Source: an optimization exercise on an open RTL-to-GDS flow (aim: small area, a short achievable clock period and few clock cycles). Production flows keep margins and buffers that such runs may drop. Only simulation tests tie the RTL to the original design; equivalence was not proved. No activity file was given, so power comes from the tool's default toggle rates.

// baton_relay_core
module baton_relay_core (
    input  wire        clk,
    input  wire        rst,
    input  wire [63:0] cfg_turns_required,
    input  wire        cmd_valid,
    output wire        cmd_ready,
    input  wire [1:0]  cmd_op,
    input  wire [7:0]  cmd_seed,
    input  wire        rx_valid,
    output wire        rx_ready,
    input  wire [63:0] rx_data,
    input  wire [3:0]  rx_len,
    input  wire        rx_fin,
    input  wire        offer_valid,
    output wire        offer_ready,
    input  wire [15:0] offer_len,
    output wire        tx_valid,
    input  wire        tx_ready,
    output wire [63:0] tx_data,
    output wire [3:0]  tx_len,
    output wire        tx_fin,
    output wire        tx_last,
    output wire        idle,
    output wire [2:0]  state,
    output wire        role,
    output wire [7:0]  baton_out,
    output wire [7:0]  baton_in,
    output wire [63:0] turn_count,
    output wire [63:0] rx_byte_count,
    output wire [2:0]  close_code,
    output wire        dgram_ready,
    output wire [7:0]  dgram_value
);
Size: ~400 I/O pins, roughly 0.017 mm2 of cells after synthesis.
clock: 8.0 ns
lec_check: 0
cap_margin: 20
core_margin: 2
core_utilization: 40
setup_slack_margin: 4.9
slew_margin: 20
standard.sh (not shown) runs the stock make flow with config.mk's settings and CLKGATE_MAP_FILE= SYNTH_SCRIPT=/design/flow/synth_recipe.tcl, a recipe that flattens the netlist after the stock synthesis.
==> flow/flow/run.sh <==
#!/bin/bash
# Standard layout (standard.sh) with two changes:
#  - synthesis maps the logic with flow/area.abc (see flow/synth.tcl);
#  - every port is buffered by the smallest buffer.
# Full make output goes to standard.log; ORFS keeps each step's log under orfs/logs.
set -euo pipefail
here=$(pwd)
export BUFFER_PORTS_ARGS="-buffer_cell sky130_fd_sc_hd__buf_1"
export FLOW_ABC_SCRIPT="$here/flow/area.abc"
sed "s#SYNTH_SCRIPT=[^ ]*#SYNTH_SCRIPT=$here/flow/synth.tcl#" standard.sh > standard_area.sh
bash standard_area.sh finish > standard.log 2>&1
==> flow/flow/area.abc <==
&get -n
&st
&dc2
&syn2
&dc2
&dch -f
&nf -R 2000
&put
&get -n
&st
&dch -f
&nf -R 2000
&put
==> flow/flow/synth.tcl <==
# The standard flow's synthesis script (synth_recipe.tcl), with one change: ABC maps the
# logic with the script in FLOW_ABC_SCRIPT (flow/area.abc, an area-recovering
# script) in place of ORFS's speed script. Registers, passes, flattening and
# renaming are unchanged.
proc synth {args} { yosys synth -nofsm -noshare {*}$args }
proc use_own_abc_script {name1 name2 op} {
  upvar #0 abc_args a
  set i [lsearch -exact $a -script]
  if {$i >= 0} { lset a [expr {$i + 1}] $::env(FLOW_ABC_SCRIPT) }
}
trace add variable ::abc_args write use_own_abc_script
source $::env(SCRIPTS_DIR)/synth.tcl
# left out here: clear keep_hierarchy, flatten, clean up, hide names made inside functions, write 1_2_yosys.v
Testbench counts at the start, summed over its fixed seeds: cycles 196,564.
Then changed:
==> flow/flow/run.sh (replaced) <==
#!/bin/bash
# Standard layout, with every port buffered by the smallest buffer instead of
# the flow's default choice. Full make output goes to standard.log.
set -euo pipefail
export BUFFER_PORTS_ARGS="-buffer_cell sky130_fd_sc_hd__buf_1"
bash standard.sh finish > standard.log 2>&1
- SETUP_SLACK_MARGIN: 4.9 -> 5.0
removed: flow/flow/area.abc
removed: flow/flow/synth.tcl
Effect:
- The new run went through all stages and came out clean
- worst setup slack is better by 76 ps
- clock skew goes up by 3.1 ps
- flip-flop and latch count does not change
- routed wire length came out higher by 7.5%
- cell area increases by 5.7%
Then changed:
==> flow/flow/run.sh (replaced) <==
#!/bin/bash
# Standard layout (standard.sh) with two changes:
#  - synthesis maps the logic with flow/area.abc (see flow/synth.tcl);
#  - every port is buffered by the smallest buffer.
# Full make output goes to standard.log; ORFS keeps each step's log under orfs/logs.
set -euo pipefail
here=$(pwd)
export BUFFER_PORTS_ARGS="-buffer_cell sky130_fd_sc_hd__buf_1"
export FLOW_ABC_SCRIPT="$here/flow/area.abc"
sed "s#SYNTH_SCRIPT=[^ ]*#SYNTH_SCRIPT=$here/flow/synth.tcl#" standard.sh > standard_area.sh
bash standard_area.sh finish > standard.log 2>&1
==> flow/flow/area.abc (new file) <==
&get -n
&st
&dc2
&syn2
&dc2
&dch -f
&nf -R 2000
&put
==> flow/flow/synth.tcl (new file) <==
# The standard flow's synthesis script (synth_recipe.tcl), with one change: ABC maps the
# logic with the script in FLOW_ABC_SCRIPT (flow/area.abc, an area-recovering
# script) in place of ORFS's speed script. Registers, passes, flattening and
# renaming are unchanged.
proc synth {args} { yosys synth -nofsm -noshare {*}$args }
proc use_own_abc_script {name1 name2 op} {
  upvar #0 abc_args a
  set i [lsearch -exact $a -script]
  if {$i >= 0} { lset a [expr {$i + 1}] $::env(FLOW_ABC_SCRIPT) }
}
trace add variable ::abc_args write use_own_abc_script
source $::env(SCRIPTS_DIR)/synth.tcl
# left out here: clear keep_hierarchy, flatten, clean up, hide names made inside functions, write 1_2_yosys.v
Effect: The new run went through all stages and came out clean. Critical path depth goes down by 2. Synthesized cell count goes down by about 12%. Die area goes down by 7.8%. Wire length goes down by 7.3%. Sequential power barely changes. Count of clock-buffer cells in the layout goes up by 10.

== run 1 ==
Starting RTL as in the previous note.
// baton_relay_core
module baton_relay_core (
    input  wire        clk,
    input  wire        rst,
    input  wire [63:0] cfg_turns_required,
    input  wire        cmd_valid,
    output wire        cmd_ready,
    input  wire [1:0]  cmd_op,
    input  wire [7:0]  cmd_seed,
    input  wire        rx_valid,
    output wire        rx_ready,
    input  wire [63:0] rx_data,
    input  wire [3:0]  rx_len,
    input  wire        rx_fin,
    input  wire        offer_valid,
    output wire        offer_ready,
    input  wire [15:0] offer_len,
    output wire        tx_valid,
    input  wire        tx_ready,
    output wire [63:0] tx_data,
    output wire [3:0]  tx_len,
    output wire        tx_fin,
    output wire        tx_last,
    output wire        idle,
    output wire [2:0]  state,
    output wire        role,
    output wire [7:0]  baton_out,
    output wire [7:0]  baton_in,
    output wire [63:0] turn_count,
    output wire [63:0] rx_byte_count,
    output wire [2:0]  close_code,
    output wire        dgram_ready,
    output wire [7:0]  dgram_value
);
    localparam OP_ACCEPT   = 2'd0;
    localparam OP_CONNECT  = 2'd1;
    localparam OP_DEREG    = 2'd2;
    localparam OP_TIMEOUT  = 2'd3;
    localparam S_IDLE   = 3'd0;
    localparam S_READY  = 3'd1;
    localparam S_SENT   = 3'd2;
    localparam S_DONE   = 3'd3;
    localparam S_CLOSED = 3'd5;
    localparam [2:0] C_SUCCESS   = 3'd0;
    localparam [2:0] C_MALFORMED = 3'd2;
    localparam [2:0] C_TIMEOUT   = 3'd4;
    localparam [2:0] C_NONE      = 3'd7;
    localparam [2:0] D_IDLE  = 3'd0;   
    localparam [2:0] D_LEN2  = 3'd1;   
    localparam [2:0] D_BODY  = 3'd2;   
    localparam [2:0] D_DONE  = 3'd3;   
    localparam [2:0] D_BAD   = 3'd4;   
    localparam [2:0] D_SPLIT = 3'd5;   
    reg [2:0]  st;
    reg        role_r;
    reg [7:0]  baton_out_r;
    reg [7:0]  baton_in_r;
    reg        first_seen;
    reg [63:1] tc_hi;
    reg        tc_lo;
    reg [63:0] rx_bytes;
    reg [2:0]  cc;
    reg        dgram_ready_r;
    reg [7:0]  dgram_value_r;
    reg [63:1] rq;              
    reg        rc;              
    reg        r257;            
    reg        reached;         
    reg        cmd_seen;
    reg [1:0]  c_op;
    reg        c_seed_ok;
    reg [2:0]  dph;
    reg [14:0] rem;             
    reg        rx_pre;          
  ...
clock: 8.0 ns
lec_check: 0
cap_margin: 20
core_margin: 2
core_utilization: 40
setup_slack_margin: 4.9
slew_margin: 20
==> flow/flow/run.sh <==
#!/bin/bash
# Standard layout, with every port buffered by the smallest buffer instead of
# the flow's default choice. Full make output goes to standard.log.
set -euo pipefail
export BUFFER_PORTS_ARGS="-buffer_cell sky130_fd_sc_hd__buf_1"
bash standard.sh finish > standard.log 2>&1
Run 1: full flow OK, the timing, design-rule and antenna checks passed
Testbench counts of run 1, summed over its fixed seeds: cycles 196,564.
[inputs] run 2 vs run 1
==> flow/flow/run.sh <==
#!/bin/bash
# Standard layout (standard.sh) with two changes:
#  - synthesis maps the logic with flow/area.abc (see flow/synth.tcl);
#  - every port is buffered by the smallest buffer.
# Full make output goes to standard.log; ORFS keeps each step's log under orfs/logs.
set -euo pipefail
here=$(pwd)
export BUFFER_PORTS_ARGS="-buffer_cell sky130_fd_sc_hd__buf_1"
export FLOW_ABC_SCRIPT="$here/flow/area.abc"
sed "s#SYNTH_SCRIPT=[^ ]*#SYNTH_SCRIPT=$here/flow/synth.tcl#" standard.sh > standard_area.sh
bash standard_area.sh finish > standard.log 2>&1
==> flow/flow/area.abc (new file) <==
&get -n
&st
&syn2
&syn2
&dch -f
&nf -R 2000
&put
==> flow/flow/synth.tcl (new file) <==
# The standard flow's synthesis script (synth_recipe.tcl), with one change: ABC maps the
# logic with the script in FLOW_ABC_SCRIPT (flow/area.abc, an area-recovering
# script) in place of ORFS's speed script. Registers, passes, flattening and
# renaming are unchanged.
proc synth {args} { yosys synth -nofsm -noshare {*}$args }
proc use_own_abc_script {name1 name2 op} {
  upvar #0 abc_args a
  set i [lsearch -exact $a -script]
  if {$i >= 0} { lset a [expr {$i + 1}] $::env(FLOW_ABC_SCRIPT) }
}
trace add variable ::abc_args write use_own_abc_script
source $::env(SCRIPTS_DIR)/synth.tcl
# left out here: clear keep_hierarchy, flatten, clean up, hide names made inside functions, write 1_2_yosys.v
[summary]
Between run 1 and run 2, area used by multi-input combinational logic is higher for run 1, run 2 comes in under that. Against run 1, run 2 reports a largest fanout on the critical path that is lower. Comparing count of buffers added by post-CTS timing repair for setup for run 1 and run 2, the smaller number came from run 1.
Changes in run 3 relative to run 2:
==> flow/flow/area.abc <==
&get -n
&st
&dc2
&syn2
&dc2
&dch -f
&nf -R 2000
&put
[summary]
Diff run 2 -> run 3: met1 global-route usage up 0.34 points; final cell count shrank by 3.8%; total power climbed 0.11 mW.
Run 3 against run 2: post-route worst hold slack decreased by 8.2 ps relative to the old numbers; achievable clock frequency went up 5.7%; area taken by flip-flops and latches did not really move; starting density of the core essentially unchanged.
Detailed route wirelength on metal2 on run 3 is down relative to run 2.

## afterwards: timing with drivers on the ports
The results above use ideal ports. As a check the final layouts listed here were re-extracted and re-timed, cells and wires unchanged. Step 1 (the two cells are an assumption about what drives the block):
set clk [get_ports {clk}]
set_driving_cell -lib_cell sky130_fd_sc_hd__clkbuf_16 $clk
set_driving_cell -lib_cell sky130_fd_sc_hd__buf_2 [delete_from_list [all_inputs] $clk]
Step 2, shift: input delay + t, output delay - t, t = (earliest + latest rising clock arrival at the registers) / 2. This alone moves slack from input paths to output paths. Three values: ideal, step 1, step 2; two values: the first two.
| run | t (ns) | setup WS [ns] | hold slack, ns | clock arrival spread, ns | worst data-port slew with drivers (ns) |
|---|---|---|---|---|---|
| the first run of note 1 | 0.623 | 4.821 / 4.821 / 4.208 | 0.453 / 0.453 / 0.453 | 0.026 / 0.027 | 0.07 |
| the second run of note 1 | 0.613 | 4.896 / 4.895 / 4.338 | 0.441 / 0.441 / 0.441 | 0.029 / 0.029 | 0.09 |
| the third run of note 1 | 0.610 | 4.939 / 4.965 / 4.355 | 0.440 / 0.440 / 0.440 | 0.018 / 0.018 | 0.09 |
| run 1 | 0.614 | 4.950 / 4.892 / 4.368 | 0.424 / 0.424 / 0.424 | 0.023 / 0.024 | 0.07 |
| run 2 | 0.612 | 4.727 / 4.727 / 4.405 | 0.465 / 0.465 / 0.465 | 0.024 / 0.024 | 0.08 |
| run 3 | 0.613 | 4.902 / 4.902 / 4.335 | 0.457 / 0.457 / 0.457 | 0.037 / 0.037 | 0.08 |
After both steps every run listed still meets setup and hold. For the first run of note 1, which loses most, drivers alone change the setup slack by 0.000 ns; drivers and shift together by -0.613 ns.
